Source: an optimization exercise on an open RTL-to-GDS flow (aim: small area). Production flows keep margins and buffers that such runs may drop. RTL that was checked went through simulation tests only; none was proved equivalent to the original. No functional check of the RTL was part of runs 4 and 5. No activity file was given, so power comes from the tool's default toggle rates.

==> flow/design.v <==
module dstu_mac_pad (
    input  wire        clk,
    input  wire        rst,
    input  wire [1:0]  macsel,
    input  wire        cmd_valid,
    output wire        cmd_ready,
    input  wire [31:0] cmd_word,
    input  wire [31:0] cmd_arg0,
    input  wire [31:0] cmd_arg1,
    input  wire [31:0] cmd_arg2,
    output wire        rsp_valid,
    output wire [2:0]  rsp_err,
    output wire [31:0] rsp_ret,
    input  wire [2:0]  sr_sel,
    output reg  [31:0] sr_data,
    output wire [31:0] kb_addr,
    input  wire [7:0]  kb_data,
    output wire [31:0] ib_addr,
    input  wire [7:0]  ib_data,
    output wire        ob_we,
    output wire [31:0] ob_addr,
    output wire [7:0]  ob_data,
    output wire [1:0]  eng_cfg,
    input  wire [7:0]  eng_blklen,
    output wire        eng_abs_valid,
    output reg  [7:0]  eng_abs_byte,
    input  wire        eng_abs_ready,
    output wire        eng_reset,
    output wire        eng_final,
    input  wire        eng_dig_valid,
    input  wire [7:0]  eng_dig_byte,
    output wire        eng_dig_ready
);
    localparam [31:0] ALG_ID  = 32'h44535455;    
    localparam [1:0] UNINIT = 2'd0, KEYED = 2'd1, STALE = 2'd2;
    localparam [2:0] E_OK = 3'd0, E_CFG = 3'd1, E_STATE = 3'd2, E_LEN = 3'd3, E_ILL = 3'd4;
    localparam [7:0] OP_INIT = 8'h01, OP_UPDB = 8'h02, OP_UPDM = 8'h03, OP_FINAL = 8'h04,
                     OP_RESET = 8'h05, OP_GETSIZE = 8'h06, OP_GETNAME = 8'h07;
    localparam [3:0] S_IDLE  = 4'd0,
                     S_RSP   = 4'd1,     
                     S_RST   = 4'd2,     
                     S_IWAIT = 4'd3,     
                     S_ILOAD = 4'd4,     
                     S_IRD   = 4'd5,
                     S_IABS  = 4'd6,
                     S_URD   = 4'd7,
                     S_UABS  = 4'd8,
                     S_UPDB  = 4'd9,
                     S_FPAD0 = 4'd10,    
                     S_FPAD  = 4'd11,
                     S_FKEY  = 4'd12,
                     S_FFIN  = 4'd13,
                     S_FDIG  = 4'd14;
    reg  [3:0]  state;
    reg  [1:0]  fsm;
    reg  [1:0]  cfg;           
    reg  [63:0] cnt;
    reg  [6:0]  klen;
    reg  [1:0]  ret_sel;       
    reg  [2:0]  err;
    reg  [3:0]  sticky;
    reg  [31:0] a;             
    reg  [31:0] e;             
    reg  [7:0]  dc;            
    reg  [5:0]  ph;            
    reg  [511:0] ring;         
    wire        cfgfault = (cfg == 2'd3);
    wire [6:0]  macsize  = {cfg == 2'd2, ~cfg[1], cfg == 2'd1, 4'd0};
    wire [1:0]  fsm_rd   = fsm | {2{cfgfault}};
    wire [7:0]  c_opc = cmd_word[7:0];
    wire [7:0]  c_mod = cmd_word[15:8];
    wire [15:0] c_rsv = cmd_word[31:16];
    wire c_legal = (c_rsv == 16'd0) &&
                   ((c_opc == OP_INIT) ||
                    ((c_opc >= OP_UPDB) && (c_opc <= OP_GETNAME) && (c_mod == 8'd0)));
    wire        c_updm = (c_opc[2:0] == 3'd3);
    wire [31:0] c_addend = c_updm ? cmd_arg2 : {25'd0, macsize};
    wire [32:0] c_end = {1'b0, cmd_arg1} + {1'b0, c_addend};
    wire        c_lenerr = c_end > {1'b0, cmd_arg0};
    wire        keyed = (fsm == KEYED);
    reg  [2:0]  c_err;
    always @(*) begin
        c_err = E_OK;
        if (!c_legal)
            c_err = E_ILL;
        else if (cfgfault)
            c_err = E_CFG;
        else begin
            case (c_opc[2:0])
                3'd1: if (c_mod != 8'd0 || cmd_arg0 > 32'd64) c_err = E_CFG;
                3'd2: if (!keyed) c_err = E_STATE;
                3'd3, 3'd4:
                      if (c_lenerr) c_err = E_LEN;
                      else if (!keyed) c_err = E_STATE;
                default: c_err = E_OK;
            endcase
        end
    end
    wire [8:0]  ii      = a[8:0];
    wire        i_lt_l  = (ii < {2'b00, klen});
    wire        i_eq_l  = (ii == {2'b00, klen});
    wire [9:0]  blk_end = {1'b0, ii} + {2'b00, dc};        
    wire        pk_fld  = (dc >= 8'd9) && (dc <= 8'd12) && (blk_end > {3'b000, klen});
    reg  [7:0]  pk_byte;
    always @(*) begin
        if (pk_fld) begin
            case (dc[1:0])
                2'd0:    pk_byte = {klen[4:0], 3'b000};       
                2'd3:    pk_byte = {6'd0, klen[6:5]};         
                default: pk_byte = 8'h00;
            endcase
        end else if (i_eq_l)
            pk_byte = 8'h80;
        else if (i_lt_l)
            pk_byte = kb_data;
        else
            pk_byte = 8'h00;
    end
    wire        pb_fld  = (dc >= 8'd5) && (dc <= 8'd12);
    reg  [7:0]  pb_v;
    always @(*) begin
        case (dc[3:0])
            4'd12:   pb_v = {cnt[4:0], 3'b000};
            4'd11:   pb_v = cnt[12:5];
            4'd10:   pb_v = cnt[20:13];
            4'd9:    pb_v = cnt[28:21];
            4'd8:    pb_v = cnt[36:29];
            4'd7:    pb_v = cnt[44:37];
            4'd6:    pb_v = cnt[52:45];
            default: pb_v = cnt[60:53];
        endcase
    end
    wire [7:0]  pb_byte = pb_fld ? pb_v : ((state == S_FPAD0) ? 8'h80 : 8'h00);
    reg  [7:0]  key_byte;
    always @(*) begin
        case (ph[5:4])
            2'd0:    key_byte = ring[7:0];
            2'd1:    key_byte = ring[16*8+7:16*8];
            2'd2:    key_byte = ring[32*8+7:32*8];
            default: key_byte = ring[48*8+7:48*8];
        endcase
    end
    wire at_end = (a == e);
    assign cmd_ready     = (state == S_IDLE);
    assign rsp_valid     = (state == S_RSP);
    assign rsp_err       = err;
    assign rsp_ret       = (ret_sel == 2'd2) ? ALG_ID :
                           (ret_sel == 2'd1) ? {25'd0, macsize} : 32'd0;
    assign kb_addr       = {25'd0, a[6:0]};
    assign ib_addr       = a;
    assign ob_addr       = a;
    assign ob_data       = eng_dig_byte;
    assign eng_dig_ready = (state == S_FDIG) && !at_end;
    assign ob_we         = eng_dig_ready && eng_dig_valid;
    assign eng_cfg       = cfg;
    assign eng_reset     = rst | (state == S_RST);
    assign eng_final     = (state == S_FFIN);
    wire key_rdy = (ph[3:0] == 4'd2) && (dc != 8'd0);
    assign eng_abs_valid = (state == S_IABS) || (state == S_UABS) || (state == S_UPDB) ||
                           (state == S_FPAD0) || (state == S_FPAD) ||
                           ((state == S_FKEY) && key_rdy);
    always @(*) begin
        case (state)
            S_IABS:          eng_abs_byte = pk_byte;
            S_UABS:          eng_abs_byte = ib_data;
            S_UPDB:          eng_abs_byte = a[7:0];
            S_FPAD0, S_FPAD: eng_abs_byte = pb_byte;
            default:         eng_abs_byte = key_byte;
        endcase
    end
    always @(*) begin
        case (sr_sel)
            3'd0:    sr_data = {20'd0, sticky, 1'b0, err, 1'b0, ~cmd_ready, fsm_rd};
            3'd1:    sr_data = rsp_ret;
            3'd2:    sr_data = {25'd0, macsize};
            3'd3:    sr_data = {24'd0, eng_blklen};
            3'd4:    sr_data = cnt[31:0];
            3'd5:    sr_data = cnt[63:32];
            3'd6:    sr_data = {25'd0, klen};
            default: sr_data = 32'd0;
        endcase
    end
    wire abs_fire = eng_abs_valid && eng_abs_ready;
    wire dc_last  = (dc == 8'd1);
    wire [7:0] dc_dec = dc - 8'd1;
    always @(posedge clk)
        ring <= {ring[503:0], (state == S_ILOAD) ? ~kb_data : ring[511:504]};
    always @(posedge clk) begin
        if (rst)
            ph <= 6'd0;
        else if (!((state == S_FKEY) && abs_fire))
            ph <= ph + 6'd1;
    end
    task respond(input [2:0] code);
        begin
            err   <= code;
            case (code)
                E_CFG:   sticky[0] <= 1'b1;
                E_STATE: sticky[1] <= 1'b1;
                E_LEN:   sticky[2] <= 1'b1;
                E_ILL:   sticky[3] <= 1'b1;
                default: ;
            endcase
            state <= S_RSP;
        end
    endtask
    always @(posedge clk) begin
        if (rst) begin
            state   <= S_IDLE;
            cfg     <= macsel;
            fsm     <= UNINIT;
            cnt     <= 64'd0;
            klen    <= 7'd0;
            ret_sel <= 2'd0;
            err     <= E_OK;
            sticky  <= 4'd0;
        end else begin
            case (state)
                S_IDLE: begin
                    a <= {cmd_arg1[31:8], (c_opc[2:0] == 3'd2) ? cmd_arg0[7:0] : cmd_arg1[7:0]};
                    e <= c_end[31:0];
                    if (cmd_valid) begin
                        if (c_err != E_OK)
                            respond(c_err);
                        else begin
                            case (c_opc[2:0])
                                3'd1: begin      
                                    klen  <= cmd_arg0[6:0];
                                    cnt   <= 64'd0;
                                    fsm   <= KEYED;
                                    dc    <= eng_blklen;
                                    state <= S_IWAIT;
                                end
                                3'd2:            
                                    state <= S_UPDB;
                                3'd3:            
                                    state <= S_URD;
                                3'd4: begin      
                                    ret_sel <= 2'd1;
                                    fsm     <= STALE;
                                    if (dc < 8'd12)
                                        dc <= eng_blklen;
                                    state   <= S_FPAD0;
                                end
                                3'd5: begin      
                                    cnt   <= 64'd0;
                                    if (keyed)
                                        fsm <= STALE;
                                    err   <= E_OK;
                                    state <= S_RST;
                                end
                                3'd6: begin      
                                    ret_sel <= 2'd1;
                                    respond(E_OK);
                                end
                                default: begin   
                                    ret_sel <= 2'd2;
                                    respond(E_OK);
                                end
                            endcase
                        end
                    end
                end
                S_RSP:
                    state <= S_IDLE;
                S_RST:
                    state <= S_RSP;
                S_IWAIT: begin
                    a[8:0] <= 9'd0;
                    if (ph == 6'd63)
                        state <= S_ILOAD;
                end
                S_ILOAD: begin
                    if (a[6]) begin
                        a[8:0] <= 9'd0;
                        state  <= S_IRD;
                    end else
                        a[8:0] <= a[8:0] + 9'd1;
                end
                S_IRD:
                    state <= S_IABS;
                S_IABS: begin
                    if (abs_fire) begin
                        dc <= dc_last ? eng_blklen : dc_dec;
                        if (dc_last && !i_lt_l)
                            respond(E_OK);
                        else begin
                            a[8:0] <= a[8:0] + 9'd1;
                            state  <= S_IRD;
                        end
                    end
                end
                S_UPDB: begin
                    if (abs_fire) begin
                        cnt <= cnt + 64'd1;
                        dc  <= dc_last ? eng_blklen : dc_dec;
                        respond(E_OK);
                    end
                end
                S_URD: begin
                    if (at_end)
                        respond(E_OK);
                    else
                        state <= S_UABS;
                end
                S_UABS: begin
                    if (abs_fire) begin
                        cnt   <= cnt + 64'd1;
                        dc    <= dc_last ? eng_blklen : dc_dec;
                        a     <= a + 32'd1;
                        state <= S_URD;
                    end
                end
                S_FPAD0, S_FPAD: begin
                    if (abs_fire) begin
                        if (dc_last) begin
                            dc    <= {1'b0, klen};
                            state <= S_FKEY;
                        end else begin
                            dc    <= dc_dec;
                            state <= S_FPAD;
                        end
                    end
                end
                S_FKEY: begin
                    if (dc == 8'd0)
                        state <= S_FFIN;
                    else if (abs_fire)
                        dc <= dc_dec;
                end
                S_FFIN: begin
                    cnt   <= 64'd0;
                    state <= S_FDIG;
                end
                S_FDIG: begin
                    if (at_end)
                        respond(E_OK);
                    else if (eng_dig_valid)
                        a <= a + 32'd1;
                end
                default:
                    state <= S_IDLE;
            endcase
        end
    end
endmodule
==> flow/run.sh <==
#!/bin/bash
# synth_recipe.tcl (not shown) runs the flow's synth.tcl, then flattens the netlist and writes it again
# the make line also repeats each setting of config.mk as NAME=value (left out here)
make -C /OpenROAD-flow-scripts/flow DESIGN_CONFIG=/design/flow/config.mk WORK_HOME=/design/flow/orfs CLKGATE_MAP_FILE= SYNTH_SCRIPT=/design/flow/synth_recipe.tcl finish
==> flow/config.mk <==
export PLATFORM = sky130hd
export DESIGN_NAME = dstu_mac_pad
export DESIGN_NICKNAME = dstu_mac_pad
export VERILOG_FILES = /design/flow/design.v
export SDC_FILE = /design/flow/constraint.sdc
export NUM_CORES = 4
export LEC_CHECK = 0
export ABC_AREA = 1
export CAP_MARGIN = 20
export CORE_MARGIN = 2
export CORE_UTILIZATION = 40
export SLEW_MARGIN = 20
==> flow/constraint.sdc <==
create_clock -name core_clock -period 10.0 [get_ports {clk}]
set_input_delay 2.0000 -clock core_clock [delete_from_list [all_inputs] [get_ports {clk}]]
set_output_delay 2.0000 -clock core_clock [all_outputs]
set_load 0.01 [all_outputs]
==> results.sh, run 1 <==
export IMPL_status="no timing/DRC/antenna violations"
export IMPL_slowest_stage_cell_cp="sky130_fd_sc_hd__clkdlybuf4s50_1"
export IMPL_grt_pass1_vias=20241
export IMPL_fillers=6295
export IMPL_i_o_pin_cnt=358
export IMPL_cts_repair_timing_setup_buffer_count=0
export IMPL_post_synth_cell_area_avg_um2=8.894
export IMPL_postRouteWirelength_mm=83.00
export IMPL_share_clk_of_total_power=0.447
export IMPL_max_cap_violations=0
export IMPL_htreeDepth=3
export IMPL_holdBufCountCts=0
export IMPL_die_height_um=261.3
export IMPL_final_cells=4162
export IMPL_synthesis_yosys_warnings=1
export IMPL_power_switching_mw=1.434
export IMPL_crit_type="in2reg"
export IMPL_internal_power_component_mw=4.578
export IMPL_worstPathArrival_ns=8.67
export IMPL_global_route_usage_total=0.2393
export IMPL_clock_transition_at_path_regs_ns=0.06
export IMPL_post_route_drc_count=0
export IMPL_share_comb_of_total_power=0.081
export IMPL_synth_mux_area_fraction=0
export IMPL_worstSetupStartpointType="primary input"
export IMPL_grt_antenna_before_repair=2
export IMPL_asyncSetResetFlopFracSynth=0
export IMPL_globalRoute_totalOverflow=0
export IMPL_static_leakage_nw=12.74
export IMPL_synth_cells=2978
export IMPL_rows=94
export IMPL_setup_ws_ns=1.776
export IMPL_post_detailed_route_via_to_cell_ratio=5.080
export IMPL_cts_num_sinks=678
export IMPL_power_switching_share=0.2386
export IMPL_synth_adder_area_share=0.04639
export IMPL_timing_critical_path_to_type="flip-flop"
export IMPL_synth_cell_types=58
export IMPL_worst_ir_drop_vdd_mv=0.1399
export IMPL_max_clock_path_buffers=3
export IMPL_dpl_cell_count=4033
export IMPL_fmaxAchievable_mhz=121.6
export IMPL_post_synth_instance_area_um2=26490
export IMPL_globalplace_congestion=1.017
export IMPL_area_growth_syn_to_layout_pct=21.66
export IMPL_drt_first_iter_violations=1856
export IMPL_postLayoutCoreUtil=0.4910
export IMPL_floorplan_die_width_um=261.3
export IMPL_route_antenna_remaining_nets=0
export IMPL_synth_top_family_by_area="simple AND/OR/NAND/NOR gates"
export IMPL_grt_start_max_net_pins=68
export IMPL_slew_headroom=0.3387
export IMPL_crit_path_max_incr_delay_ns=0.60
export IMPL_power_density_nw_per_um2=186.6
export IMPL_worstSkewPairLatency_ns=0.63
export IMPL_detailedPlace_worstSlack_ns=1.265
export IMPL_setup_total_negative_slack_ns=0
export IMPL_floorplan_die_area_um2=68290
export IMPL_finalHoldViolations=0
export IMPL_dpl_hpwl_mm=62.97
export IMPL_grt_first_pass_wirelength_mm=123.0
export IMPL_post_cts_resized_instances=0
export IMPL_fin_hold_ws_ns=0.2946
export IMPL_post_synth_xor_area_fraction=0.04597
export IMPL_timing_worst_slew_pin_value_ns=0.9909
export IMPL_seqCellArea_um2=14310
export IMPL_finClkSkew_ns=0.03044
export IMPL_ys_ff_latch=678
export IMPL_drive_gt1_frac=0.05217
export IMPL_min_period_ns=8.224
export IMPL_first_pass_iters=7
export IMPL_core_um2=65630
export IMPL_placement_io_buffers=298
export IMPL_final_max_slew_violation_count=0
export IMPL_worst_path_max_fanout=67
export IMPL_main_synth_ff_type="sky130_fd_sc_hd__dfxtp_1"
export IMPL_final_min_period_over_clock_period=0.8224
export IMPL_multi_input_gate_area_um2=10020
export IMPL_synth_area_in_compound_gates=0.09132
export IMPL_detailroute_via_count=21142
export IMPL_finish_net_count=3508
export IMPL_ctsRootBufferMaster="sky130_fd_sc_hd__clkbuf_16"
export IMPL_grt_setup_unrepaired="no"
export IMPL_tritoncts="built"
export IMPL_cts_buffers=70
export IMPL_setup_violations_final=0
export IMPL_timing_critical_path_required_ns=10.45
export IMPL_pwr_share_seq=0.472
export IMPL_holdCritPathClass="reg2reg"
export IMPL_crit_top_cell="sky130_fd_sc_hd__nand2_1"
export IMPL_synthesized_area_fraction_occupied_by_and_or_nand_nor_cells=0.1873
export IMPL_effective_utilization_at_floorplan=0.4036
export IMPL_avgRoutedWirePerCell_um=19.94
export IMPL_sequential_element_share_of_the_synthesized_area=0.5404
export IMPL_synth_edf_count=74
-- cell usage after synthesis (all sizes together) (4+ instances only) --
master   number  area (µm²)
dfxtp       604       12090
nor3         59       315.3
nand4       107       669.4
ha           95        1189
a211oi        9       67.56
o21ai       108       544.3
a31oi         7       43.79
nand3        67       350.3
o2111ai       5       43.79
a221oi       14       122.6
a21oi       167       835.8
or2           7       43.80
xor2        121        1060
o21a          4       30.03
o221ai       21       183.9
nand2       501        1893
o211ai       12       90.09
clkbuf       41       153.9
edfxtp       74        2222
nor4         47       306.5
o22ai        35       219.0
xnor2        18       157.7
o21bai        6       45.04
buf         122       882.1
nor2        346        1334
inv         346        1299
o31ai         5       37.54
-- layout by cell type, fill, tap and decap left out, types with 7 or more instances in the layout --
master	synthesis	routed
sky130_fd_sc_hd__o21ai_0	103	103
sky130_fd_sc_hd__nor2_1	336	334
sky130_fd_sc_hd__nor3_1	55	55
sky130_fd_sc_hd__clkinv_2	0	9
sky130_fd_sc_hd__nor4_1	45	45
sky130_fd_sc_hd__a211oi_1	9	8
sky130_fd_sc_hd__clkbuf_8	0	9
sky130_fd_sc_hd__nand3_1	64	64
sky130_fd_sc_hd__buf_4	100	14
sky130_fd_sc_hd__clkdlybuf4s50_1	0	297
sky130_fd_sc_hd__a31oi_1	7	7
sky130_fd_sc_hd__nor2_2	8	10
sky130_fd_sc_hd__nand2_1	498	496
sky130_fd_sc_hd__clkbuf_1	41	16
sky130_fd_sc_hd__o211ai_1	12	12
sky130_fd_sc_hd__conb_1	1	43
sky130_fd_sc_hd__o221ai_1	21	21
sky130_fd_sc_hd__o22ai_1	35	35
sky130_fd_sc_hd__a221oi_1	14	14
sky130_fd_sc_hd__a21oi_1	167	167
sky130_fd_sc_hd__inv_2	10	10
sky130_fd_sc_hd__nand4_1	107	107
sky130_fd_sc_hd__edfxtp_1	74	74
sky130_fd_sc_hd__inv_1	336	336
sky130_fd_sc_hd__clkbuf_16	0	76
sky130_fd_sc_hd__xnor2_1	18	18
sky130_fd_sc_hd__xor2_1	121	121
sky130_fd_sc_hd__ha_1	95	95
sky130_fd_sc_hd__dfxtp_1	604	604
-- power by group through the flow --
stage	clock (mW)	combinational (mW)	sequential, mW
CTS	2.74	0.485	2.84
floorplan	0	0.294	2.88
global route	2.86	0.538	2.84
finish	2.69	0.487	2.84
detailed placement	0	0.481	2.90
global placement	0	0.479	2.90
-- logic make-up (layout without fill, tap and decap cells) --
| logic type | after synthesis | in the layout |
|---|---|---|
| buffers and inverters | 511 | 788 |
| AND/OR/NAND/NOR | 1141 | 1141 |
| XOR/XNOR | 139 | 139 |
| other | 1 | 44 |
| flip-flops | 678 | 678 |
| adder cells (fa/ha/maj) | 97 | 97 |
| AO/OA/AOI/OAI | 411 | 411 |
-- per-stage QoR --
step                      cell area, µm²  power [mW]
after floorplan                    26640       3.175
after global routing               32220       6.236
after global placement             29800       3.375
after detailed placement           29800       3.377
after CTS                          32220       6.064
final                              32220       6.012
-- worst max-delay path: cells and delay by family --
kind	cells	cell delay, ns
compound gates	6	1.06
xor+xnor	1	0.21
fa+ha+maj	3	0.86
buf+inv	5	1.47
simple gates	20	2.93
-- worst paths after layout --
kind,start,cells after the start,slack (ns),endpoint
min reg2reg,ring[182],0,0.29,ring[190]
max reg2reg,cfg[1],36,3.91,cnt[46]
min,ring[182],0,0.29,ring[190]
max,cmd_word[2],35,1.78,cnt[46]
-- metal layers --
layer | vias up | track usage | part of all wire
li1 | 10240 | - | -
met1 | 9984 | 0.3212 | 0.44
met2 | 738 | 0.3821 | 0.46
met3 | 180 | 0.04065 | 0.061
met4 | 0 | 0.09943 | 0.040
met5 | - | 0 | 0
-- state kept, by name, summed over array words and instances (netlist names) --
register,cells
ring,512
cnt,64
a,32
e,32
dc,8
klen,7
ph,6
state,4
sticky,4
err,3
cfg,2
fsm,2
ret_sel,2
-- final cells by class --
class,count,area share
inverter,348,0.04054
timing repair buffer,312,0.09567
multi-input combinational,1831,0.3108
clock inverter,27,0.01041
tap,864,0.03355
antenna,1,0.00007766
sequential,678,0.4442
clock buffer,101,0.06473
==> run 2: changes to the inputs <==
--- a/flow/config.mk
+++ b/flow/config.mk
@@ -5,7 +5,6 @@
 export SDC_FILE = /design/flow/constraint.sdc
 export NUM_CORES = 4
 export LEC_CHECK = 0
-export ABC_AREA = 1
 export CAP_MARGIN = 20
 export CORE_MARGIN = 2
 export CORE_UTILIZATION = 40
==> run 2 against run 1 <==
Compared with the run above:
- clock power decreased by 6%
- global-route usage fell by 1.1 points
- sequential cell count is the same
- critical path type unchanged
- hold slack improved by 0.0080 ns
- worst setup slack got worse by 0.67 ns
- wire length down 11%
- clock skew down 0.0056 ns
- combinational power increased by 130%
- sequential share of layout area grew 2.7 points
- still clean
- synthesized cell count is 22% lower
- total power increased by 15%
- non-clock buffer count up 5
- highest routed layer unchanged
- largest power group unchanged
==> results.sh, run 2 <==
export IMPL_status="no timing/DRC/antenna violations"
export IMPL_worstPathArrival_ns=9.19
export IMPL_holdCritPathClass="reg2reg"
export IMPL_i_o_pin_cnt=358
export IMPL_first_pass_iters=6
export IMPL_regMostFlops="ring"
export IMPL_floorplan_die_area_um2=64110
export IMPL_clock_transition_at_path_regs_ns=0.06
export IMPL_setup_total_negative_slack_ns=0
export IMPL_crit_path_max_incr_delay_ns=0.68
export IMPL_path_depth=26
export IMPL_globalplace_congestion=0.9517
export IMPL_worst_ir_drop_vdd_mv=0.1806
export IMPL_dpl_hpwl_mm=54.93
export IMPL_finClkSkew_ns=0.02483
export IMPL_holdBufCountCts=0
export IMPL_avgRoutedWirePerCell_um=21.46
export IMPL_finish_net_count=2825
export IMPL_worstPathBufferInverterCount=3
export IMPL_cts_num_sinks=678
export IMPL_post_route_drc_count=0
export IMPL_main_synth_ff_type="sky130_fd_sc_hd__dfxtp_1"
export IMPL_synth_cell_types=80
export IMPL_cts_buffers=67
export IMPL_regToRegEndpoint="dc[0]"
export IMPL_synth_top_cells_by_area="sky130_fd_sc_hd__dfxtp_1, sky130_fd_sc_hd__edfxtp_1, sky130_fd_sc_hd__ha_1"
export IMPL_critical_path_startpoint="cmd_word[0]"
export IMPL_final_min_period_over_clock_period=0.8889
export IMPL_final_max_slew_violation_count=0
export IMPL_synth_top_area_cell="sky130_fd_sc_hd__dfxtp_1"
export IMPL_drive_gt1_frac=0.06130
export IMPL_rows=91
export IMPL_sequential_element_share_of_the_synthesized_area=0.5762
export IMPL_post_cts_resized_instances=0
export IMPL_detailroute_via_count=18080
export IMPL_synth_cells=2309
export IMPL_synth_most_common_cell="sky130_fd_sc_hd__dfxtp_1"
export IMPL_synthesis_yosys_warnings=1
export IMPL_timing_critical_path_required_ns=10.30
export IMPL_postLayoutCoreUtil=0.4933
export IMPL_largest_register_ffs=512
export IMPL_finalHoldViolations=0
export IMPL_critical_path_top_delay_family="compound AO/OA/AOI/OAI gates"
export IMPL_synth_top_area_frac=0.4868
export IMPL_grt_start_max_net_pins=60
export IMPL_placedInstanceArea_um2=28130
export IMPL_globalRoute_totalOverflow=0
export IMPL_worst_path_max_fanout=22
export IMPL_fmaxAchievable_mhz=112.5
export IMPL_post_synth_instance_area_um2=24840
export IMPL_grt_pass1_vias=17349
export IMPL_core_um2=61600
export IMPL_post_route_cell_area_um2=30390
export IMPL_asyncSetResetFlopFracSynth=0
export IMPL_ys_top_cells_by_count="sky130_fd_sc_hd__dfxtp_1, sky130_fd_sc_hd__nor2_1, sky130_fd_sc_hd__a21oi_1"
export IMPL_synth_edf_count=74
export IMPL_drt_first_iter_violations=1589
export IMPL_static_leakage_nw=11.64
export IMPL_grt_setup_unrepaired="no"
export IMPL_setup_violations_final=0
export IMPL_route_antenna_remaining_nets=0
export IMPL_worstRegToRegCells=23
export IMPL_htreeDepth=3
export IMPL_grt_first_pass_wirelength_mm=109.5
export IMPL_timing_reg2reg_setup_slack_ns=3.05
export IMPL_total_power_mw=6.908
export IMPL_ys_ff_latch=678
export IMPL_worstSkewPairLatency_ns=0.60
export IMPL_post_synth_cell_area_avg_um2=10.76
export IMPL_timing_critical_path_to_type="flip-flop"
export IMPL_layout_cells_most_common_list="sky130_fd_sc_hd__dfxtp_1, sky130_fd_sc_hd__clkdlybuf4s50_1, sky130_fd_sc_hd__nor2_1"
export IMPL_max_clock_path_buffers=3
export IMPL_postRouteWirelength_mm=74.03
export IMPL_ctsRootBufferMaster="sky130_fd_sc_hd__clkbuf_16"
export IMPL_worstSetupStartpointType="primary input"
export IMPL_grt_antenna_before_repair=2
export IMPL_die_height_um=253.2
export IMPL_layout_commonest_cell="sky130_fd_sc_hd__dfxtp_1"
export IMPL_tritoncts="built"
export IMPL_global_route_usage_total=0.2279
export IMPL_largest_registers_ranked_by_flip_flop_count="ring x512, cnt x64"
export IMPL_post_detailed_route_via_to_cell_ratio=5.242
export IMPL_effective_utilization_at_floorplan=0.4033
export IMPL_min_period_ns=8.889
export IMPL_power_density_nw_per_um2=227.3
export IMPL_slew_headroom=0.2191
export IMPL_slowest_stage_cell_cp="sky130_fd_sc_hd__clkdlybuf4s50_1"
export IMPL_max_cap_violations=0
export IMPL_worst_r2r_startpoint="cfg[1]"
export IMPL_area_growth_syn_to_layout_pct=22.33
export IMPL_placement_io_buffers=298
export IMPL_floorplan_die_width_um=253.2
export IMPL_crit_type="in2reg"
export IMPL_cts_repair_timing_setup_buffer_count=0
export IMPL_timing_worst_slew_pin_value_ns=1.161
export IMPL_worst_setup_path_endpoint="dc[0]"
==> run 2: worst min path at each step <==
stage / slack, ns / startpoint / cells after the start / end
3_5_place_dp: 0.31 / ring[141] / 0 / ring[149]
6_report: 0.30 / ring[33] / 0 / ring[41]
2_1_floorplan: 0.31 / ring[92] / 0 / ring[100]
3_3_place_gp: 0.31 / ring[474] / 0 / ring[482]
5_1_grt: 0.32 / ring[76] / 0 / ring[84]
4_1_cts: 0.31 / ring[452] / 0 / ring[460]
==> run 2: kinds of logic (layout without fill, tap and decap cells) <==
group,after synthesis,in the layout,synth area share
AOI/OAI and AO/OA,465,465,0.1224
xor gates and xnor gates,131,131,0.04619
adders and majority gates,97,97,0.04946
buffers and inverters,269,528,0.05636
DFF,678,678,0.5762
muxes,42,42,0.02141
other,1,45,0.0001510
and+or+nand+nor,626,626,0.1278
==> run 2: area by class of cell <==
| class | instances | area (µm²) |
|---|---|---|
| clock buffers | 100 | 1983 |
| multi-input cells | 1404 | 9314 |
| diodes | 2 | 5.005 |
| repair buffers | 317 | 3120 |
| flip-flops and latches | 678 | 14310 |
| well taps | 837 | 1047 |
| inverters | 90 | 337.8 |
| fillers | 5494 | 31210 |
| clock inverters | 21 | 266.5 |
==> run 2: through the flow <==
step	setup slack, ns	hold slack (ns)	instances
2_1_floorplan	1.919	0.3096	2351
3_3_place_gp	0.7670	0.3113	3326
3_5_place_dp	0.6544	0.3121	3326
4_1_cts	1.251	0.3132	3447
5_1_grt	0.4826	0.3200	3449
6_report	1.111	0.3026	3449
==> run 2: power by group <==
group / internal (mW) / switching (mW)
combinational: 0.489 / 0.619
sequential: 3.08 / 0.195
clock: 1.45 / 1.07
==> run 2: routing by layer <==
| layer | up-vias | routed length (µm) | track usage |
|---|---|---|---|
| li1 | 8523 | - | - |
| met1 | 8715 | 34170 | 0.3173 |
| met5 | - | 0 | 0 |
| met2 | 724 | 32940 | 0.3566 |
| met4 | 0 | 2172 | 0.07642 |
| met3 | 118 | 4740 | 0.04091 |
==> run 2: worst reg2reg max path: stages (launching register included) <==
cell,delay [ns]
sky130_fd_sc_hd__edfxtp_1,0.70
sky130_fd_sc_hd__nand2b_1,0.32
sky130_fd_sc_hd__o21ai_0,0.14
sky130_fd_sc_hd__ha_1,0.36
sky130_fd_sc_hd__o211ai_1,0.11
sky130_fd_sc_hd__a21oi_1,0.30
sky130_fd_sc_hd__o2111ai_1,0.22
sky130_fd_sc_hd__a311oi_1,0.58
sky130_fd_sc_hd__nor2_1,0.14
sky130_fd_sc_hd__o21ba_2,0.24
sky130_fd_sc_hd__o221ai_1,0.24
sky130_fd_sc_hd__a31oi_1,0.15
sky130_fd_sc_hd__xnor2_1,0.20
sky130_fd_sc_hd__ha_1,0.29
sky130_fd_sc_hd__a21o_1,0.17
sky130_fd_sc_hd__a21oi_1,0.13
sky130_fd_sc_hd__o311a_1,0.16
sky130_fd_sc_hd__o211ai_1,0.07
sky130_fd_sc_hd__o21ai_0,0.49
sky130_fd_sc_hd__a21boi_1,0.27
sky130_fd_sc_hd__nor4_1,0.63
sky130_fd_sc_hd__nand3_1,0.22
sky130_fd_sc_hd__a221oi_1,0.30
sky130_fd_sc_hd__buf_4,0.22
==> run 3: changes to the inputs <==
==> flow/flow/run.sh (new file) <==
#!/bin/bash
# Standard ORFS layout with two changes in how the layout is built:
#  * port buffers use the smallest buffer cell (buf_1) instead of the
#    default pick;
#  * clock tree synthesis without dummy loads, with a smaller buffer list.
# Each tool's output lands in orfs/logs/...; the make output goes to flow.log.
set -euo pipefail
export BUFFER_PORTS_ARGS="-buffer_cell sky130_fd_sc_hd__buf_1"
export CTS_ARGS="-sink_clustering_enable -repair_clock_nets -dont_use_dummy_load -buf_list {sky130_fd_sc_hd__clkbuf_4 sky130_fd_sc_hd__clkbuf_8}"
bash standard.sh finish > flow.log 2>&1
==> flow/standard.sh (new file) <==
#!/bin/bash
# synth_recipe.tcl (not shown) runs the flow's synth.tcl, then flattens the netlist and writes it again
# the make line also repeats each setting of config.mk as NAME=value (left out here)
make -C /OpenROAD-flow-scripts/flow DESIGN_CONFIG=/design/flow/config.mk WORK_HOME=/design/flow/orfs CLKGATE_MAP_FILE= SYNTH_SCRIPT=/design/flow/synth_recipe.tcl "${@:-finish}"
--- a/flow/config.mk
+++ b/flow/config.mk
@@ -5,6 +5,7 @@
 export SDC_FILE = /design/flow/constraint.sdc
 export NUM_CORES = 4
 export LEC_CHECK = 0
+export ABC_AREA = 1
 export CAP_MARGIN = 20
 export CORE_MARGIN = 2
 export CORE_UTILIZATION = 40
removed: flow/run.sh
==> run 3 against run 2 <==
Compared with the run above:
- total power down 26%
- critical endpoint is now cnt[46]
- fmax is 15% higher
- still clean
- first-iteration DRC count rose by 22%
- clock power down 26%
- register-to-register slack improved by 0.88 ns
==> results.sh, run 3 <==
export IMPL_worstPathBufferInverterCount=6
export IMPL_floorplan_die_area_um2=68290
export IMPL_setup_violations_final=0
export IMPL_clock_transition_at_path_regs_ns=0.06
export IMPL_asyncSetResetFlopFracSynth=0
export IMPL_groute_layer_met1_usage=0.3176
export IMPL_worst_ir_drop_vdd_mv=0.1069
export IMPL_crit_top_cell="sky130_fd_sc_hd__nand2_1"
export IMPL_worst_path_max_fanout=33
export IMPL_core_um2=65630
export IMPL_synth_cells=2978
export IMPL_grt_pass1_vias=20053
export IMPL_worstSkewPairLatency_ns=0.69
export IMPL_placement_io_buffers=298
export IMPL_die_height_um=261.3
export IMPL_floorplan_die_width_um=261.3
export IMPL_detailedPlace_worstSlack_ns=1.176
export IMPL_holdBufCountCts=0
export IMPL_post_route_drc_count=0
export IMPL_slew_headroom=0.3578
export IMPL_postLayoutCoreUtil=0.4484
export IMPL_finish_net_count=3546
export IMPL_post_detailed_route_via_to_cell_ratio=5.144
export IMPL_main_synth_ff_type="sky130_fd_sc_hd__dfxtp_1"
export IMPL_synth_cell_types=58
export IMPL_i_o_pin_cnt=358
export IMPL_grt_start_max_net_pins=64
export IMPL_global_route_usage_total=0.2360
export IMPL_post_cts_resized_instances=0
export IMPL_layout_commonest_cell="sky130_fd_sc_hd__dfxtp_1"
export IMPL_critical_path_top_delay_family="simple AND/OR/NAND/NOR gates"
export IMPL_sequential_element_share_of_the_synthesized_area=0.5404
export IMPL_slowest_stage_cell_cp="sky130_fd_sc_hd__fa_1"
export IMPL_ctsRootBufferMaster="sky130_fd_sc_hd__clkbuf_8"
export IMPL_synth_edf_count=74
export IMPL_crit_type="in2reg"
export IMPL_most_used_layer_global_route="met2"
export IMPL_dpl_hpwl_mm=62.41
export IMPL_cts_repair_timing_setup_buffer_count=0
export IMPL_post_synth_instance_area_um2=26490
export IMPL_cts_num_sinks=678
export IMPL_fillers=6595
export IMPL_synth_top_cells_by_area="sky130_fd_sc_hd__dfxtp_1, sky130_fd_sc_hd__edfxtp_1, sky130_fd_sc_hd__nand2_1"
export IMPL_ys_ff_latch=678
export IMPL_worstPathArrival_ns=8.24
export IMPL_holdCritPathClass="reg2reg"
export IMPL_timing_critical_path_required_ns=10.48
export IMPL_layout_cells_most_common_list="sky130_fd_sc_hd__dfxtp_1, sky130_fd_sc_hd__nand2_1, sky130_fd_sc_hd__inv_1"
export IMPL_final_max_slew_violation_count=0
export IMPL_max_cap_violations=0
export IMPL_avgRoutedWirePerCell_um=19.98
export IMPL_postRouteWirelength_mm=82.75
export IMPL_status="no timing/DRC/antenna violations"
export IMPL_drt_first_iter_violations=1932
export IMPL_globalplace_congestion=1.022
export IMPL_static_leakage_nw=11.55
export IMPL_synth_most_common_cell="sky130_fd_sc_hd__dfxtp_1"
export IMPL_met2_usage=0.3707
export IMPL_htreeDepth=3
export IMPL_min_period_ns=7.763
export IMPL_final_min_period_over_clock_period=0.7763
export IMPL_met3_usage=0.04733
export IMPL_timing_worst_slew_pin_value_ns=0.9597
export IMPL_grt_first_pass_wirelength_mm=121.2
export IMPL_largest_register_ffs=512
export IMPL_fmaxAchievable_mhz=128.8
export IMPL_max_clock_path_buffers=3
export IMPL_regMostFlops="ring"
export IMPL_grt_antenna_before_repair=2
export IMPL_effective_utilization_at_floorplan=0.4036
export IMPL_setup_ws_ns=2.237
export IMPL_timing_critical_path_to_type="flip-flop"
export IMPL_cts_buffers=105
export IMPL_post_synth_cell_area_avg_um2=8.894
export IMPL_power_density_nw_per_um2=173.8
export IMPL_first_pass_iters=6
export IMPL_drive_gt1_frac=0.05127
export IMPL_synthesis_yosys_warnings=1
export IMPL_worstSetupStartpointType="primary input"
export IMPL_setup_total_negative_slack_ns=0
export IMPL_synth_top_area_frac=0.4565
export IMPL_finalHoldViolations=0
export IMPL_detailroute_via_count=21306
export IMPL_ys_top_cells_by_count="sky130_fd_sc_hd__dfxtp_1, sky130_fd_sc_hd__nand2_1, sky130_fd_sc_hd__inv_1, sky130_fd_sc_hd__nor2_1, sky130_fd_sc_hd__a21oi_1"
export IMPL_finClkSkew_ns=0.07964
export IMPL_largest_registers_ranked_by_flip_flop_count="ring x512, cnt x64"
export IMPL_crit_path_max_incr_delay_ns=0.41
export IMPL_tritoncts="built"
export IMPL_area_growth_syn_to_layout_pct=11.10
export IMPL_route_antenna_remaining_nets=0
export IMPL_rows=94
export IMPL_globalRoute_totalOverflow=0
export IMPL_grt_setup_unrepaired="no"
export IMPL_synth_top_area_cell="sky130_fd_sc_hd__dfxtp_1"
==> run 3: cell count changes in the layout (fill, tap and decap cells not counted), sizes merged, moves of 74 or more <==
cell	delta
buf	+294
clkdlybuf4s50	-297
inv	+249
nand2	+378
nor2	+181
xnor2	-74
xor2	+82
==> run 3: cell families after synthesis <==
kind of cell / Yosys count / synth area share
flip-flops: 678 / 0.5404
AND/OR/NAND/NOR: 1141 / 0.1873
other: 1 / 0.0001416
adder cells (fa/ha/maj): 97 / 0.04639
buffers and inverters: 511 / 0.08844
AO/OA/AOI/OAI: 411 / 0.09132
XOR/XNOR: 139 / 0.04597
==> run 3: through the flow <==
stage	power (mW)	instance area (µm²)	hold WS (ns)	instances
after floorplan	3.175	26640	0.3096	3020
after global placement	3.305	27960	0.3096	4035
after detailed placement	3.307	27960	0.3121	4035
after CTS	5.165	29400	0.2496	4140
after global routing	5.325	29420	0.2637	4141
final	5.114	29420	0.2602	4142
==> run 3: worst paths after layout <==
path | from | end | slack [ns] | depth (start not counted)
worst max-delay path | cmd_word[2] | cnt[46] | 2.24 | 36
worst min-delay path | ring[215] | ring[223] | 0.26 | 0
worst max register to register | cfg[1] | cnt[46] | 3.93 | 32
worst min register to register | ring[215] | ring[223] | 0.26 | 0
==> run 3: area by class of cell <==
type	instances	area, µm²	area share
multi-input cells	1831	10020	0.3404
well taps	864	1081	0.03674
inverters	348	1306	0.04439
diodes	1	2.502	0.00008504
repair buffers	315	1260	0.04282
flip-flops and latches	678	14310	0.4865
clock buffers	105	1445	0.04911
==> run 3: per-layer routing <==
metal,part of all wire,vias to the layer above,wire length [µm]
met5,0.00016,-,13
met4,0.039,2,3248
met3,0.070,176,5799
met2,0.45,816,37450
met1,0.44,10063,36240
li1,-,10249,-
==> run 3: power by group <==
group          internal, mW  switching (mW)
combinational         0.137           0.279
clock                 0.920           0.938
sequential             2.79          0.0484
==> run 4: changes to the inputs <==
--- a/flow/design.v
+++ b/flow/design.v
@@ -182,15 +182,64 @@
     end
     wire abs_fire = eng_abs_valid && eng_abs_ready;
     wire dc_last  = (dc == 8'd1);
-    wire [7:0] dc_dec = dc - 8'd1;
+    wire dc_zero  = (dc == 8'd0);
+    wire st_idle  = (state == S_IDLE);
+    wire st_iwait = (state == S_IWAIT);
+    wire st_iload = (state == S_ILOAD);
+    wire st_iabs  = (state == S_IABS);
+    wire st_uabs  = (state == S_UABS);
+    wire st_updb  = (state == S_UPDB);
+    wire st_fpad  = (state == S_FPAD0) || (state == S_FPAD);
+    wire st_fkey  = (state == S_FKEY);
+    wire st_ffin  = (state == S_FFIN);
+    wire st_fdig  = (state == S_FDIG);
+    wire acc      = st_idle && cmd_valid;
+    wire acc_ok   = acc && (c_err == E_OK);
+    wire [2:0] op = c_opc[2:0];
+    wire msg_fire = abs_fire && (st_uabs || st_updb);
     always @(posedge clk)
-        ring <= {ring[503:0], (state == S_ILOAD) ? ~kb_data : ring[511:504]};
+        ring <= {ring[503:0], st_iload ? ~kb_data : ring[511:504]};
     always @(posedge clk) begin
         if (rst)
             ph <= 6'd0;
-        else if (!((state == S_FKEY) && abs_fire))
+        else if (!(st_fkey && abs_fire))
             ph <= ph + 6'd1;
     end
+    wire cnt_clr = rst || st_ffin || (acc_ok && ((op == 3'd1) || (op == 3'd5)));
+    wire [63:0] cnt_inc = cnt + 64'd1;
+    always @(posedge clk) begin
+        if (cnt_clr)
+            cnt <= 64'd0;
+        else if (msg_fire)
+            cnt <= cnt_inc;
+    end
+    wire a_clr = st_iwait || (st_iload && a[6]);
+    wire a_inc = st_iload || ((st_iabs || st_uabs) && abs_fire) || ob_we;
+    wire [31:0] a_plus = a + 32'd1;
+    always @(posedge clk) begin
+        if (st_idle)
+            a <= {cmd_arg1[31:8], (op == 3'd2) ? cmd_arg0[7:0] : cmd_arg1[7:0]};
+        else if (a_clr)
+            a[8:0] <= 9'd0;
+        else if (a_inc)
+            a <= a_plus;
+    end
+    always @(posedge clk)
+        if (st_idle)
+            e <= c_end[31:0];
+    wire dc_ld_b = (acc_ok && ((op == 3'd1) || ((op == 3'd4) && (dc < 8'd12)))) ||
+                   (dc_last && abs_fire && (st_iabs || st_uabs || st_updb));
+    wire dc_ld_k = dc_last && abs_fire && st_fpad;
+    wire dc_dec  = abs_fire && (st_iabs || st_uabs || st_updb || st_fpad || st_fkey);
+    wire [7:0] dc_minus = dc - 8'd1;
+    always @(posedge clk) begin
+        if (dc_ld_b)
+            dc <= eng_blklen;
+        else if (dc_ld_k)
+            dc <= {1'b0, klen};
+        else if (dc_dec)
+            dc <= dc_minus;
+    end
     task respond(input [2:0] code);
         begin
             err   <= code;
@@ -209,7 +258,6 @@
             state   <= S_IDLE;
             cfg     <= macsel;
             fsm     <= UNINIT;
-            cnt     <= 64'd0;
             klen    <= 7'd0;
             ret_sel <= 2'd0;
             err     <= E_OK;
@@ -217,18 +265,14 @@
         end else begin
             case (state)
                 S_IDLE: begin
-                    a <= {cmd_arg1[31:8], (c_opc[2:0] == 3'd2) ? cmd_arg0[7:0] : cmd_arg1[7:0]};
-                    e <= c_end[31:0];
                     if (cmd_valid) begin
                         if (c_err != E_OK)
                             respond(c_err);
                         else begin
-                            case (c_opc[2:0])
+                            case (op)
                                 3'd1: begin      
                                     klen  <= cmd_arg0[6:0];
-                                    cnt   <= 64'd0;
                                     fsm   <= KEYED;
-                                    dc    <= eng_blklen;
                                     state <= S_IWAIT;
                                 end
                                 3'd2:            
@@ -238,12 +282,9 @@
                                 3'd4: begin      
                                     ret_sel <= 2'd1;
                                     fsm     <= STALE;
-                                    if (dc < 8'd12)
-                                        dc <= eng_blklen;
                                     state   <= S_FPAD0;
                                 end
                                 3'd5: begin      
-                                    cnt   <= 64'd0;
                                     if (keyed)
                                         fsm <= STALE;
                                     err   <= E_OK;
@@ -265,79 +306,43 @@
                     state <= S_IDLE;
                 S_RST:
                     state <= S_RSP;
-                S_IWAIT: begin
-                    a[8:0] <= 9'd0;
+                S_IWAIT:
                     if (ph == 6'd63)
                         state <= S_ILOAD;
-                end
-                S_ILOAD: begin
-                    if (a[6]) begin
-                        a[8:0] <= 9'd0;
-                        state  <= S_IRD;
-                    end else
-                        a[8:0] <= a[8:0] + 9'd1;
-                end
+                S_ILOAD:
+                    if (a[6])
+                        state <= S_IRD;
                 S_IRD:
                     state <= S_IABS;
-                S_IABS: begin
+                S_IABS:
                     if (abs_fire) begin
-                        dc <= dc_last ? eng_blklen : dc_dec;
                         if (dc_last && !i_lt_l)
                             respond(E_OK);
-                        else begin
-                            a[8:0] <= a[8:0] + 9'd1;
-                            state  <= S_IRD;
-                        end
+                        else
+                            state <= S_IRD;
                     end
-                end
-                S_UPDB: begin
-                    if (abs_fire) begin
-                        cnt <= cnt + 64'd1;
-                        dc  <= dc_last ? eng_blklen : dc_dec;
+                S_UPDB:
+                    if (abs_fire)
                         respond(E_OK);
-                    end
-                end
-                S_URD: begin
+                S_URD:
                     if (at_end)
                         respond(E_OK);
                     else
                         state <= S_UABS;
-                end
-                S_UABS: begin
-                    if (abs_fire) begin
-                        cnt   <= cnt + 64'd1;
-                        dc    <= dc_last ? eng_blklen : dc_dec;
-                        a     <= a + 32'd1;
+                S_UABS:
+                    if (abs_fire)
                         state <= S_URD;
-                    end
-                end
-                S_FPAD0, S_FPAD: begin
-                    if (abs_fire) begin
-                        if (dc_last) begin
-                            dc    <= {1'b0, klen};
-                            state <= S_FKEY;
-                        end else begin
-                            dc    <= dc_dec;
-                            state <= S_FPAD;
-                        end
-                    end
-                end
-                S_FKEY: begin
-                    if (dc == 8'd0)
+                S_FPAD0, S_FPAD:
+                    if (abs_fire)
+                        state <= dc_last ? S_FKEY : S_FPAD;
+                S_FKEY:
+                    if (dc_zero)
                         state <= S_FFIN;
-                    else if (abs_fire)
-                        dc <= dc_dec;
-                end
-                S_FFIN: begin
-                    cnt   <= 64'd0;
+                S_FFIN:
                     state <= S_FDIG;
-                end
-                S_FDIG: begin
+                S_FDIG:
                     if (at_end)
                         respond(E_OK);
-                    else if (eng_dig_valid)
-                        a <= a + 32'd1;
-                end
                 default:
                     state <= S_IDLE;
             endcase
==> flow/flow/run.sh (replaced) <==
#!/bin/bash
# Standard ORFS layout (the standard.sh) with two changes in how the
# layout is built:
#  * port buffers use the smallest buffer cell (buf_1);
#  * clock tree synthesis without dummy loads, with larger sink clusters.
# ORFS writes each tool's log under orfs/logs/; make's output goes to flow.log.
set -euo pipefail
export BUFFER_PORTS_ARGS="-buffer_cell sky130_fd_sc_hd__buf_1"
export CTS_ARGS="-sink_clustering_enable -repair_clock_nets -dont_use_dummy_load -buf_list {sky130_fd_sc_hd__clkbuf_16} -sink_clustering_size 30 -sink_clustering_max_diameter 100"
bash standard.sh finish > flow.log 2>&1
--- a/flow/config.mk
+++ b/flow/config.mk
@@ -5,7 +5,6 @@
 export SDC_FILE = /design/flow/constraint.sdc
 export NUM_CORES = 4
 export LEC_CHECK = 0
-export ABC_AREA = 1
 export CAP_MARGIN = 20
 export CORE_MARGIN = 2
 export CORE_UTILIZATION = 40
==> run 4 against run 3 <==
Compared with the run above:
- first-iteration DRC count fell by 13%
- still clean
- synthesized cell count fell by 24%
- register-to-register slack got worse by 0.31 ns
- largest power group unchanged
- total power rose by 19%
- sequential power rose by 24%
- clock power fell by 31%
- global-route usage fell by 2.4 points
- core utilization fell by 1.3 points
- highest routed layer unchanged
- worst setup slack got worse by 0.46 ns
- cell count fell by 21%
==> results.sh, run 4 <==
export IMPL_worst_ir_drop_vdd_mv=0.1229
export IMPL_synth_top_cells_by_area="sky130_fd_sc_hd__dfxtp_1, sky130_fd_sc_hd__edfxtp_1, sky130_fd_sc_hd__ha_1"
export IMPL_floorplan_die_width_um=252.8
export IMPL_largest_register_ffs=512
export IMPL_core_um2=61480
export IMPL_internal_power_component_mw=4.143
export IMPL_avgRoutedWirePerCell_um=21.53
export IMPL_min_period_ns=8.223
export IMPL_route_antenna_remaining_nets=0
export IMPL_synth_cell_types=82
export IMPL_final_min_period_over_clock_period=0.8223
export IMPL_setup_total_negative_slack_ns=0
export IMPL_area_growth_syn_to_layout_pct=8.153
export IMPL_synth_most_common_cell="sky130_fd_sc_hd__dfxtp_1"
export IMPL_post_synth_cell_area_avg_um2=10.91
export IMPL_post_cts_resized_instances=0
export IMPL_die_height_um=252.8
export IMPL_fmaxAchievable_mhz=121.6
export IMPL_power_switching_share=0.3202
export IMPL_grt_start_max_net_pins=65
export IMPL_first_pass_iters=8
export IMPL_power_density_nw_per_um2=227.5
export IMPL_worstPathBufferInverterCount=3
export IMPL_placedInstanceArea_um2=26070
export IMPL_finish_net_count=2743
export IMPL_timing_critical_path_to_type="flip-flop"
export IMPL_htreeDepth=1
export IMPL_grt_setup_unrepaired="no"
export IMPL_share_comb_of_total_power=0.213
export IMPL_share_clk_of_total_power=0.210
export IMPL_placement_io_buffers=298
export IMPL_grt_antenna_before_repair=13
export IMPL_drive_gt1_frac=0.03639
export IMPL_slew_headroom=0.2859
export IMPL_setup_violations_final=0
export IMPL_post_route_drc_count=0
export IMPL_crit_type="in2reg"
export IMPL_drt_first_iter_violations=1683
export IMPL_fillers=5868
export IMPL_i_o_pin_cnt=358
export IMPL_worstSetupStartpointType="primary input"
export IMPL_floorplan_die_area_um2=63930
export IMPL_post_route_cell_area_um2=26790
export IMPL_pwr_share_seq=0.577
export IMPL_grt_pass1_vias=16053
export IMPL_synth_edf_count=74
export IMPL_clock_transition_at_path_regs_ns=0.10
export IMPL_total_power_mw=6.095
export IMPL_timing_critical_path_required_ns=10.34
export IMPL_globalRoute_totalOverflow=0
export IMPL_worstSkewPairLatency_ns=0.62
export IMPL_post_synth_instance_area_um2=24770
export IMPL_critical_path_cell_chain="buf_1 -> nor2b_2 -> buf_4 -> and3_1 -> ha_1 -> a2111oi_0 -> nor3_1 -> nand3_1 -> a2111oi_2 -> o21ai_0 -> a21oi_1 -> o41ai_1 -> xnor2_1 -> ha_1 -> a21o_1 -> a21o_1 -> nor2_1 -> o221ai_1 -> o21ai_0 -> a31oi_2 -> buf_4 -> o31a_1 -> mux2_4"
export IMPL_max_clock_path_buffers=3
export IMPL_rows=91
export IMPL_critical_path_top_delay_family="compound AO/OA/AOI/OAI gates"
export IMPL_grt_first_pass_wirelength_mm=102.2
export IMPL_layout_cells_most_common_list="sky130_fd_sc_hd__dfxtp_1, sky130_fd_sc_hd__buf_1, sky130_fd_sc_hd__nor2_1"
export IMPL_status="no timing/DRC/antenna violations"
export IMPL_synth_cells=2270
export IMPL_sequential_element_share_of_the_synthesized_area=0.5779
export IMPL_synthesis_yosys_warnings=1
export IMPL_global_route_usage_total=0.2121
export IMPL_max_cap_violations=0
export IMPL_ys_ff_latch=678
export IMPL_ctsRootBufferMaster="sky130_fd_sc_hd__clkbuf_16"
export IMPL_regMostFlops="ring"
export IMPL_ys_top_cells_by_count="sky130_fd_sc_hd__dfxtp_1, sky130_fd_sc_hd__nor2_1, sky130_fd_sc_hd__nand2_1"
export IMPL_worstPathArrival_ns=8.56
export IMPL_worst_path_max_fanout=29
export IMPL_asyncSetResetFlopFracSynth=0
export IMPL_post_detailed_route_via_to_cell_ratio=5.351
export IMPL_main_synth_ff_type="sky130_fd_sc_hd__dfxtp_1"
export IMPL_finClkSkew_ns=0.07628
export IMPL_holdCritPathClass="reg2reg"
export IMPL_synth_top_area_frac=0.4882
export IMPL_largest_registers_ranked_by_flip_flop_count="ring x512, cnt x64"
export IMPL_finalHoldViolations=0
export IMPL_layout_commonest_cell="sky130_fd_sc_hd__dfxtp_1"
export IMPL_static_leakage_nw=10.19
export IMPL_cts_repair_timing_setup_buffer_count=0
export IMPL_cts_buffers=28
export IMPL_dpl_hpwl_mm=54.02
export IMPL_timing_worst_slew_pin_value_ns=1.066
export IMPL_final_max_slew_violation_count=0
export IMPL_cts_num_sinks=678
export IMPL_effective_utilization_at_floorplan=0.4028
export IMPL_slowest_stage_cell_cp="sky130_fd_sc_hd__nor2b_2"
export IMPL_holdBufCountCts=0
export IMPL_power_switching_mw=1.952
export IMPL_tritoncts="built"
export IMPL_detailroute_via_count=17466
export IMPL_crit_path_max_incr_delay_ns=0.94
export IMPL_globalplace_congestion=0.9525
export IMPL_postRouteWirelength_mm=70.27
export IMPL_synth_top_area_cell="sky130_fd_sc_hd__dfxtp_1"
-- run 4: worst paths after layout --
check,startpoint,endpoint,slack [ns],cells after the start
worst max-delay path,cmd_word[0],dc[0],1.78,23
worst min-delay path,ring[312],ring[320],0.28,0
worst max register to register,cfg[1],dc[0],3.62,21
worst min register to register,ring[312],ring[320],0.28,0
-- run 4: power by group through the flow --
stage / Combinational, mW / Sequential, mW / Clock (mW)
finish: 1.30 / 3.52 / 1.28
global route: 1.43 / 3.56 / 1.41
CTS: 1.29 / 3.52 / 1.32
detailed placement: 1.29 / 3.58 / 0
global placement: 1.26 / 3.57 / 0
floorplan: 0.947 / 3.45 / 0
-- run 4: logic make-up after synthesis --
group / Yosys count / synth area share
buffers and inverters: 262 / 0.05612
adder cells (fa/ha/maj): 98 / 0.05011
AO/OA/AOI/OAI: 391 / 0.1056
AND/OR/NAND/NOR: 623 / 0.1252
other: 1 / 0.0001514
XOR/XNOR: 169 / 0.05976
flip-flops: 678 / 0.5779
multiplexers: 48 / 0.02506
-- run 4: per-layer routing --
| layer | part of all wire | vias to the layer above | GRT usage |
|---|---|---|---|
| met1 | 0.46 | 8440 | 0.3126 |
| li1 | - | 8201 | - |
| met2 | 0.43 | 698 | 0.3188 |
| met3 | 0.079 | 109 | 0.03886 |
| met5 | 0.0018 | - | 0 |
| met4 | 0.027 | 18 | 0.05427 |
-- run 4: final cells by class --
class / instances / area [µm²] / share of cell area
Multi-Input combinational cell: 1372 / 9234 / 0.3447
Timing Repair Buffer: 315 / 1247 / 0.04657
Inverter: 80 / 300.3 / 0.01121
Sequential cell: 678 / 14310 / 0.5344
Antenna cell: 1 / 2.502 / 0.00009342
Tap cell: 790 / 988.4 / 0.03690
Clock buffer: 28 / 700.7 / 0.02616
-- run 4: worst reg2reg max path: cells and delay by family (launching register included) --
family / cells / cell delay [ns]
compound gates: 13 / 3.57
simple gates: 3 / 0.65
mux: 1 / 0.35
flops: 1 / 0.59
fa+ha+maj: 2 / 0.53
buf+inv: 1 / 0.26
xor+xnor: 1 / 0.17
-- run 4: through the flow --
stage	instances	util	worst slack, ns	hold slack [ns]
final	3264	0.4357	1.777	0.2792
after global routing	3264	0.4357	1.375	0.2807
after floorplan	2312	-	2.677	0.3096
after global placement	3234	0.4240	1.432	0.3098
after CTS	3262	0.4354	1.719	0.2794
after detailed placement	3234	0.4240	1.137	0.3121
==> run 5: changes to the inputs <==
==> flow/flow/run.sh (replaced) <==
#!/bin/bash
# Standard ORFS layout (the standard.sh) with two changes in how the
# layout is built:
#  * port buffers use the smallest buffer cell (buf_1);
#  * clock tree synthesis without dummy loads, with larger sink clusters.
# ORFS writes each tool's log under orfs/logs/; make's output goes to flow.log.
set -euo pipefail
export BUFFER_PORTS_ARGS="-buffer_cell sky130_fd_sc_hd__buf_1"
export CTS_ARGS="-sink_clustering_enable -repair_clock_nets -dont_use_dummy_load -buf_list {sky130_fd_sc_hd__clkbuf_8 sky130_fd_sc_hd__clkbuf_16} -sink_clustering_size 20 -sink_clustering_max_diameter 80"
export RECOVER_POWER=100
bash standard.sh finish > flow.log 2>&1
==> run 5 against run 4 <==
Compared with the run above:
- total power up 5.4%
- critical endpoint unchanged
- non-clock buffer count down 1
- clock skew down 0.0086 ns
- critical path type unchanged
- synthesized cell count unchanged
- wire length up 0.55%
- the layout now fails its checks (capacitance limit, slew limit)
- global-route usage up 0.25 points
==> results.sh, run 5 <==
export IMPL_core_um2=61480
export IMPL_synth_top_area_cell="sky130_fd_sc_hd__dfxtp_1"
export IMPL_max_cap_violations=5
export IMPL_detailroute_via_count=17651
export IMPL_route_antenna_remaining_nets=0
export IMPL_main_synth_ff_type="sky130_fd_sc_hd__dfxtp_1"
export IMPL_hold_path_depth=0
export IMPL_synth_most_common_cell="sky130_fd_sc_hd__dfxtp_1"
export IMPL_synth_cells=2270
export IMPL_clock_transition_at_path_regs_ns=0.08
export IMPL_timing_critical_path_to_type="flip-flop"
export IMPL_crit_path_max_incr_delay_ns=1.47
export IMPL_placement_io_buffers=298
export IMPL_first_pass_iters=8
export IMPL_worst_r2r_startpoint="state[3]"
export IMPL_placedInstanceArea_um2=26070
export IMPL_power_density_nw_per_um2=236.9
export IMPL_global_route_usage_total=0.2146
export IMPL_total_power_mw=6.425
export IMPL_so_violations="capacitance limit, slew limit"
export IMPL_avgRoutedWirePerCell_um=21.55
export IMPL_drt_first_iter_violations=1631
export IMPL_final_max_slew_violation_count=218
export IMPL_tritoncts="built"
export IMPL_worst_setup_path_endpoint="dc[0]"
export IMPL_cts_num_sinks=678
export IMPL_most_used_layer_global_route="met2"
export IMPL_drive_gt1_frac=0.03416
export IMPL_setup_total_negative_slack_ns=0
export IMPL_critical_path_cell_chain="clkbuf_1 -> nor2b_1 -> clkbuf_1 -> and3_1 -> ha_1 -> o211ai_1 -> o21ai_0 -> o2111ai_1 -> o21ai_0 -> a21oi_1 -> o22ai_1 -> a31oi_1 -> xnor2_1 -> ha_1 -> nand4_1 -> nor2_1 -> o21ai_0 -> o221ai_1 -> o21ai_0 -> a31oi_2 -> buf_4 -> o31a_1 -> mux2_1"
export IMPL_worstSkewPairLatency_ns=0.60
export IMPL_post_cts_resized_instances=0
export IMPL_largest_registers_ranked_by_flip_flop_count="ring x512, cnt x64"
export IMPL_layout_commonest_cell="sky130_fd_sc_hd__dfxtp_1"
export IMPL_synth_adder_area_share=0.05011
export IMPL_ys_top_cells_by_count="sky130_fd_sc_hd__dfxtp_1, sky130_fd_sc_hd__nor2_1, sky130_fd_sc_hd__nand2_1"
export IMPL_ctsRootBufferMaster="sky130_fd_sc_hd__clkbuf_16"
export IMPL_finish_net_count=2758
export IMPL_synth_edf_count=74
export IMPL_status="complete, but fails checks"
export IMPL_synth_cell_types=82
export IMPL_area_growth_syn_to_layout_pct=9.498
export IMPL_synth_mux_area_fraction=0.02506
export IMPL_finalHoldViolations=0
export IMPL_synth_top_cells_by_area="sky130_fd_sc_hd__dfxtp_1, sky130_fd_sc_hd__edfxtp_1, sky130_fd_sc_hd__ha_1"
export IMPL_crit_top_cell="sky130_fd_sc_hd__o21ai_0"
export IMPL_worst_ir_drop_vdd_mv=0.1220
export IMPL_dpl_hpwl_mm=54.02
export IMPL_timing_critical_path_required_ns=10.28
export IMPL_globalRoute_totalOverflow=0
export IMPL_post_route_drc_count=0
export IMPL_grt_first_pass_wirelength_mm=102.9
export IMPL_ys_ff_latch=678
export IMPL_grt_antenna_before_repair=14
export IMPL_groute_layer_met1_usage=0.3111
export IMPL_static_leakage_nw=10.33
export IMPL_met2_usage=0.3188
export IMPL_synthesis_yosys_warnings=1
export IMPL_synth_area_in_compound_gates=0.1056
export IMPL_i_o_pin_cnt=358
export IMPL_cts_buffers=44
export IMPL_grt_setup_unrepaired="no"
export IMPL_slowest_stage_cell_cp="sky130_fd_sc_hd__nor2b_1"
export IMPL_cts_repair_timing_setup_buffer_count=0
export IMPL_post_synth_cell_area_avg_um2=10.91
export IMPL_floorplan_die_area_um2=63930
export IMPL_layout_cells_most_common_list="sky130_fd_sc_hd__dfxtp_1, sky130_fd_sc_hd__buf_1, sky130_fd_sc_hd__nor2_1"
export IMPL_holdBufCountCts=0
export IMPL_post_synth_xor_area_fraction=0.05976
export IMPL_setup_violations_final=0
export IMPL_synth_top_family_by_area="simple AND/OR/NAND/NOR gates"
export IMPL_met3_usage=0.04523
export IMPL_final_min_period_over_clock_period=0.8797
export IMPL_regMostFlops="ring"
export IMPL_asyncSetResetFlopFracSynth=0
export IMPL_regToRegEndpoint="cnt[36]"
export IMPL_grt_start_max_net_pins=65
export IMPL_grt_pass1_vias=16294
export IMPL_effective_utilization_at_floorplan=0.4028
export IMPL_sequential_element_share_of_the_synthesized_area=0.5779
export IMPL_largest_register_ffs=512
export IMPL_fmaxAchievable_mhz=113.7
export IMPL_htreeDepth=2
export IMPL_max_clock_path_buffers=3
export IMPL_holdCritPathClass="reg2reg"
export IMPL_timing_reg2reg_setup_slack_ns=3.17
export IMPL_post_route_cell_area_um2=27120
export IMPL_post_synth_instance_area_um2=24770
export IMPL_slew_headroom=-0.9639
export IMPL_synth_top_area_frac=0.4882
export IMPL_timing_worst_slew_pin_value_ns=2.946
export IMPL_floorplan_die_width_um=252.8
export IMPL_finClkSkew_ns=0.06769
export IMPL_worstSetupStartpointType="primary input"
export IMPL_post_detailed_route_via_to_cell_ratio=5.383
export IMPL_worst_path_max_fanout=29
export IMPL_crit_type="in2reg"
export IMPL_critical_path_startpoint="cmd_word[0]"
export IMPL_postRouteWirelength_mm=70.65
export IMPL_min_period_ns=8.797
export IMPL_worstRegToRegCells=10
export IMPL_globalplace_congestion=0.9525
export IMPL_rows=91
export IMPL_die_height_um=252.8
export IMPL_synthesized_area_fraction_occupied_by_and_or_nand_nor_cells=0.1252
export IMPL_worstPathArrival_ns=9.08
-- run 5: per-stage QoR --
step           setup slack (ns)  cells    util  hold WS, ns
2_1_floorplan             2.677   2312       -       0.3096
3_3_place_gp              1.432   3234  0.4240       0.3098
3_5_place_dp              1.137   3234  0.4240       0.3121
4_1_cts                   1.666   3278  0.4419       0.2728
5_1_grt                  0.7758   3279  0.4411       0.2649
6_report                  1.203   3279  0.4411       0.2811
-- run 5: routing by layer --
metal	wire [µm]	vias up
met5	114	-
met4	2004	18
met3	6229	124
met2	30230	768
met1	32080	8517
li1	-	8224
-- run 5: cell type report --
cell class | count | area [µm²]
multi-input combinational | 1372 | 9204
antenna | 1 | 2.502
sequential | 678 | 14310
clock buffer | 44 | 1101
timing repair buffer | 314 | 1210
inverter | 80 | 300.3
fill | 5861 | 34360
tap | 790 | 988.4
-- run 5: worst min path at each step --
stage / slack, ns / endpoint / from
4_1_cts: 0.27 / ring[377] / ring[369]
2_1_floorplan: 0.31 / ring[100] / ring[92]
3_3_place_gp: 0.31 / ring[433] / ring[425]
5_1_grt: 0.26 / ring[377] / ring[369]
6_report: 0.28 / ring[377] / ring[369]
3_5_place_dp: 0.31 / ring[39] / ring[31]
-- run 5: cells by family (layout without fill, tap and decap cells) --
family | Yosys count | count (layout)
AO/OA/AOI/OAI | 391 | 391
other | 1 | 44
multiplexers | 48 | 48
AND/OR/NAND/NOR | 623 | 623
adder cells (fa/ha/maj) | 98 | 98
XOR/XNOR | 169 | 169
flip-flops | 678 | 678
buffers and inverters | 262 | 438
-- run 5: power by group --
| group | switching, mW | leakage [nW] | internal (mW) |
|---|---|---|---|
| clock | 0.831 | 0.542 | 0.779 |
| combinational | 0.841 | 4.16 | 0.446 |
| sequential | 0.331 | 5.63 | 3.20 |
-- run 5: worst max-delay path: cells and delay by family --
kind                       cells  cell delay [ns]
adders and majority gates      2             0.51
muxes                          1             0.37
and+or+nand+nor                4             1.96
AOI/OAI and AO/OA             12             3.17
xor gates and xnor gates       1             0.17
buffers and inverters          3             0.85

==> static timing again, ports no longer ideal <==
The flow's constraints put no driver on any port. The routed layouts listed below were extracted and timed again, unchanged, in two steps.
Step 1 (the two cells are an assumption about what drives the block):
set clk [get_ports {clk}]
set_driving_cell -lib_cell sky130_fd_sc_hd__clkbuf_16 $clk
set_driving_cell -lib_cell sky130_fd_sc_hd__buf_2 [delete_from_list [all_inputs] $clk]
Step 2 adds t to the input delays and takes it off the output delays; t is the mean of the earliest and latest rising clock arrival at the registers after step 1. Input paths then give back, and output paths get back, about the clock's delay inside the block.
a / b / c = ideal / step 1 / step 2; a / b = the first two.
run | shift t [ns] | setup WS [ns] | worst setup path at the end
run 1 | 0.674 | 1.776 / 1.796 / 1.122 | input to register
run 2 | 0.651 | 1.111 / 1.120 / 0.469 | input to register
run 3 | 0.716 | 2.237 / 2.241 / 1.525 | input to register
run 4 | 0.644 | 1.777 / 1.744 / 1.100 | input to register
run 5 | 0.623 | 1.203 / 1.161 / 0.538 | input to register
The setup slack of run 3, which loses most, moves by +0.004 ns with the drivers and by -0.712 ns with both steps.
